Background: an optimization exercise with open tools, aiming at small area, a short achievable clock period and few clock cycles per item. Do not read the settings as production practice. Function was checked by simulation only, so behaviour that the tests miss may differ from the original. Power is estimated from default activity; no workload was simulated.

Setup of run A:
// vce
module vce #(
    parameter ADDR_BITS = 16
) (
    input  wire                 clk,
    input  wire                 rst,         
    input  wire                 csr_en,
    input  wire                 csr_we,
    input  wire [7:0]           csr_addr,
    input  wire [63:0]          csr_wdata,
    output reg  [63:0]          csr_rdata,
    output reg                  mem_req,
    output reg                  mem_we,
    output reg  [ADDR_BITS-1:0] mem_addr,
    output reg  [7:0]           mem_wdata,
    input  wire                 mem_ready,
    input  wire [7:0]           mem_rdata,
    input  wire                 mem_err,
    output wire                 irq
);
    localparam [63:0] ID_VALUE = 64'h5643_4531_001F_0001;
    localparam [3:0] E_OK        = 4'd0;
    localparam [3:0] E_BADCMD    = 4'd1;
    localparam [3:0] E_BADREGION = 4'd2;
    localparam [3:0] E_OVERLAP   = 4'd3;
    localparam [3:0] E_TOOSMALL  = 4'd4;
    localparam [3:0] E_TRUNC     = 4'd5;
    localparam [3:0] E_MALFORMED = 4'd6;
    localparam [3:0] E_MISMATCH  = 4'd7;
    localparam [3:0] E_BUS       = 4'd8;
    localparam [1:0] S_IDLE = 2'd0;
    localparam [1:0] S_RD   = 2'd1;      
    localparam [1:0] S_WR   = 2'd2;      
    localparam [1:0] S_FIN  = 2'd3;      
    localparam [1:0] EA_NONE = 2'd0;
    localparam [1:0] EA_RPTR = 2'd1;
    localparam [1:0] EA_WPTR = 2'd2;
    reg         ctrl_ie, ctrl_strict;
    reg         st_done, st_drop;
    reg  [3:0]  st_err;
    reg  [63:0] r_cmd, r_src, r_slen, r_dst, r_cap, r_count;
    reg         v_cmd, v_src, v_slen, v_dst, v_cap, v_count;
    reg         rvalid;                  
    reg         hi_flag;                 
    reg  [46:0] err_hi;
    reg  [1:0]  eas;                     
    reg  [1:0]  state;
    reg         strict;
    reg  [16:0] rptr, wptr;              
    reg  [16:0] lim;                     
    reg  [16:0] bc;                      
    reg  [13:0] ei;                      
    reg  [13:0] rem;                     
    reg  [4:0]  bi;                      
    reg  [4:0]  gl;                      
  ...
Settings: LEC_CHECK=0, ABC_CLOCK_PERIOD_IN_PS=6000, CAP_MARGIN=40, CORE_MARGIN=2, CORE_UTILIZATION=55, PLACE_DENSITY=0.7, SLEW_MARGIN=30; clock period 14.0 ns.
standard.sh (not shown) runs the stock make flow with config.mk's settings and CLKGATE_MAP_FILE= SYNTH_SCRIPT=/design/flow/synth_recipe.tcl, a recipe that flattens the netlist after the stock synthesis.
==> flow/flow/run.sh <==
#!/bin/bash
# Standard layout, with two changes to how timing repair may work:
#  - ports are buffered with buf_2 (not the default delay-cell buffer), and
#  - repair may resize gates across footprints and aims for extra setup slack.
set -euo pipefail
export BUFFER_PORTS_ARGS="-buffer_cell sky130_fd_sc_hd__buf_2"
bash standard.sh MATCH_CELL_FOOTPRINT=0 SETUP_SLACK_MARGIN=7 finish > standard.log 2>&1
Run A | stages: all done | timing, DRC, antenna: all pass
Testbench counts of run A, summed over its fixed seeds: cycles 118,654, items 10,572.
--- input diff run A..run B ---
Settings: CORE_UTILIZATION changed from 55 to 60; CTS_CLUSTER_SIZE newly set to 28; CTS_CLUSTER_DIAMETER newly set to 70; PLACE_DENSITY changed from 0.7 to 0.74.
[summary]
Relative to run A, via count of the first global-routing pass has decreased by 409 in run B.
[compare] base=run A new=run B: area added between synthesis and finish lower, cell count after placement lower, global-route wire length before repair lower.
Run B against run A: post-route minimum period rose 0.11 ns, final area went down 3.7%, overall fraction of global-route tracks in use has increased.
Run B closes out successfully: all stages finished, all timing, DRC and antenna checks passed.
Delta (run B minus run A): fraction of final layout cells with drive strength greater than 1 -1.5 points, met3 global-route usage held steady, total iterations of the first detailed-routing run has decreased, power per cell area -about 10%.
Relative to run B, the following input files were edited for run C:
Settings: PLACE_DENSITY now 0.7, was 0.74; CTS_CLUSTER_SIZE no longer set, was 28; SETUP_SLACK_MARGIN now 5, previously not set; CORE_UTILIZATION now 55, was 60; CTS_CLUSTER_DIAMETER no longer set, was 70.
==> flow/run.sh (new file) <==
#!/bin/bash
# synth_recipe.tcl (not shown) runs the flow's synth.tcl, then flattens the netlist and writes it again
# the make line also repeats each setting of config.mk as NAME=value (left out here)
make -C /OpenROAD-flow-scripts/flow DESIGN_CONFIG=/design/flow/config.mk WORK_HOME=/design/flow/orfs CLKGATE_MAP_FILE= SYNTH_SCRIPT=/design/flow/synth_recipe.tcl finish
removed: flow/flow/run.sh
removed: flow/standard.sh
[summary]
Remaining antenna violation count came out exactly the same in run B and run C.
NOTE power density normalized to cell area run B->run C increased by more than 10%
Compared with run B, run C is hungrier on power.
What run D does differently from run C at the input level:
Settings: removing SETUP_SLACK_MARGIN (formerly 5); setting CTS_CLUSTER_DIAMETER to 70 for the first time; setting CTS_CLUSTER_SIZE to 25 for the first time.
==> flow/flow/run.sh (new file) <==
#!/bin/bash
# Standard layout, with two changes to how timing repair may work:
#  - ports are buffered with buf_2 (not the default delay-cell buffer), and
#  - repair may resize gates across footprints and aims for extra setup slack.
set -euo pipefail
export BUFFER_PORTS_ARGS="-buffer_cell sky130_fd_sc_hd__buf_2"
bash standard.sh MATCH_CELL_FOOTPRINT=0 SETUP_SLACK_MARGIN=6.5 finish > standard.log 2>&1
==> flow/standard.sh (new file) <==
#!/bin/bash
# synth_recipe.tcl (not shown) runs the flow's synth.tcl, then flattens the netlist and writes it again
# the make line also repeats each setting of config.mk as NAME=value (left out here)
make -C /OpenROAD-flow-scripts/flow DESIGN_CONFIG=/design/flow/config.mk WORK_HOME=/design/flow/orfs CLKGATE_MAP_FILE= SYNTH_SCRIPT=/design/flow/synth_recipe.tcl "${@:-finish}"
removed: flow/run.sh
==> results.txt <==
Run D closes out successfully: all stages finished, all timing, DRC and antenna checks passed.
Run D ended up with a lower final instance area than run C did.
Looking at combinational power across run C and run D, the one that comes out higher is run C.
Run D does better than run C on post-route minimum period.
Final-layout clock-cell area share: higher on run C
Going from run C to run D, area added between synthesis and finish moved down, minimum setup slack in the final design moved up, critical path depth moved down, clock tree buffer count of the final layout moved down, number of ordinary and repair buffers in the finished layout moved up.

* * *

vce again, from the RTL that the note above started with.
==> flow/config.mk <==
export PLATFORM = sky130hd
export DESIGN_NAME = vce
export DESIGN_NICKNAME = vce
export VERILOG_FILES = /design/flow/design.v
export SDC_FILE = /design/flow/constraint.sdc
export NUM_CORES = 4
export LEC_CHECK = 0
export ABC_CLOCK_PERIOD_IN_PS = 6000
export CAP_MARGIN = 40
export CORE_MARGIN = 2
export CORE_UTILIZATION = 55
export CTS_CLUSTER_DIAMETER = 70
export CTS_CLUSTER_SIZE = 25
export PLACE_DENSITY = 0.7
export SLEW_MARGIN = 30
==> flow/constraint.sdc <==
create_clock -name core_clock -period 14.0 [get_ports {clk}]
set_input_delay 2.8000 -clock core_clock [delete_from_list [all_inputs] [get_ports {clk}]]
set_output_delay 2.8000 -clock core_clock [all_outputs]
set_load 0.01 [all_outputs]
==> flow/flow/run.sh <==
#!/bin/bash
# Standard layout, with two changes to how timing repair may work:
#  - ports are buffered with buf_2 (not the default delay-cell buffer), and
#  - repair may resize gates across footprints and aims for extra setup slack.
set -euo pipefail
export BUFFER_PORTS_ARGS="-buffer_cell sky130_fd_sc_hd__buf_2"
bash standard.sh MATCH_CELL_FOOTPRINT=0 SETUP_SLACK_MARGIN=6 finish > standard.log 2>&1
The starting point completed with no timing, DRC or antenna violations.
Testbench counts at the start, summed over its fixed seeds: cycles 118,654, items 10,572.
Next try:
--- a/flow/flow/run.sh
+++ b/flow/flow/run.sh
@@ -6,2 +6,2 @@
 export BUFFER_PORTS_ARGS="-buffer_cell sky130_fd_sc_hd__buf_2"
-bash standard.sh MATCH_CELL_FOOTPRINT=0 SETUP_SLACK_MARGIN=6 finish > standard.log 2>&1
+bash standard.sh MATCH_CELL_FOOTPRINT=0 SETUP_SLACK_MARGIN=7 finish > standard.log 2>&1
Final cell count is higher by a few percent.
Sequential cell count does not change.
Count of clock-buffer cells in the layout is lower by 8.
Final area is higher by a few percent.
Non-clock buffer count is higher by 123.
Next try:
--- a/flow/flow/run.sh
+++ b/flow/flow/run.sh
@@ -6,2 +6,2 @@
 export BUFFER_PORTS_ARGS="-buffer_cell sky130_fd_sc_hd__buf_2"
-bash standard.sh MATCH_CELL_FOOTPRINT=0 SETUP_SLACK_MARGIN=7 finish > standard.log 2>&1
+bash standard.sh MATCH_CELL_FOOTPRINT=0 SETUP_SLACK_MARGIN=6.5 finish > standard.log 2>&1
Settings changed: CORE_UTILIZATION 55 to 60, CTS_CLUSTER_SIZE 25 to 28, PLACE_DENSITY 0.7 to 0.74.
Result: Wire length fell by 2.8%; cell area fell by 4.5%; setup slack is better by 0.015 ns; area after synthesis stays the same.

[what the ideal ports hide]
In the flow no input, the clock included, has a driving cell. The finished layouts below were timed again as built, in two steps.
Step 1 (the two cells are an assumption about what drives the block):
set clk [get_ports {clk}]
set_driving_cell -lib_cell sky130_fd_sc_hd__clkbuf_16 $clk
set_driving_cell -lib_cell sky130_fd_sc_hd__buf_2 [delete_from_list [all_inputs] $clk]
Step 2 times the ports against the registers' clock, not the clock port: input delays grow and output delays shrink by t, the midpoint of the rising clock arrivals with the driver on.
Three values: ideal, step 1, step 2; two values: the first two.
run	t, ns	slack for setup (ns)	hold WS [ns]	worst setup path at the end	worst slew at a driven data input, ns
run A	0.703	6.481 / 6.424 / 6.424	0.412 / 0.412 / 0.412	input to output	0.12
run B	0.698	6.374 / 6.294 / 6.294	0.425 / 0.425 / 0.425	input to output	0.13
run C	0.712	4.839 / 4.797 / 4.797	0.417 / 0.417 / 0.417	input to output	0.08
run D	0.681	6.482 / 6.321 / 6.095	0.421 / 0.421 / 0.421	input to register	0.26
the first run of note 2	0.693	6.000 / 5.966 / 5.628	0.414 / 0.414 / 0.414	input to register	0.07
the second run of note 2	0.688	6.438 / 6.353 / 6.353	0.420 / 0.420 / 0.420	input to output	0.11
the third run of note 2	0.679	6.453 / 6.408 / 6.089	0.413 / 0.413 / 0.413	input to register	0.12
After both steps every run listed still meets setup and hold. The setup slack of run D, which loses most, moves by -0.161 ns with the drivers and by -0.387 ns with both steps.
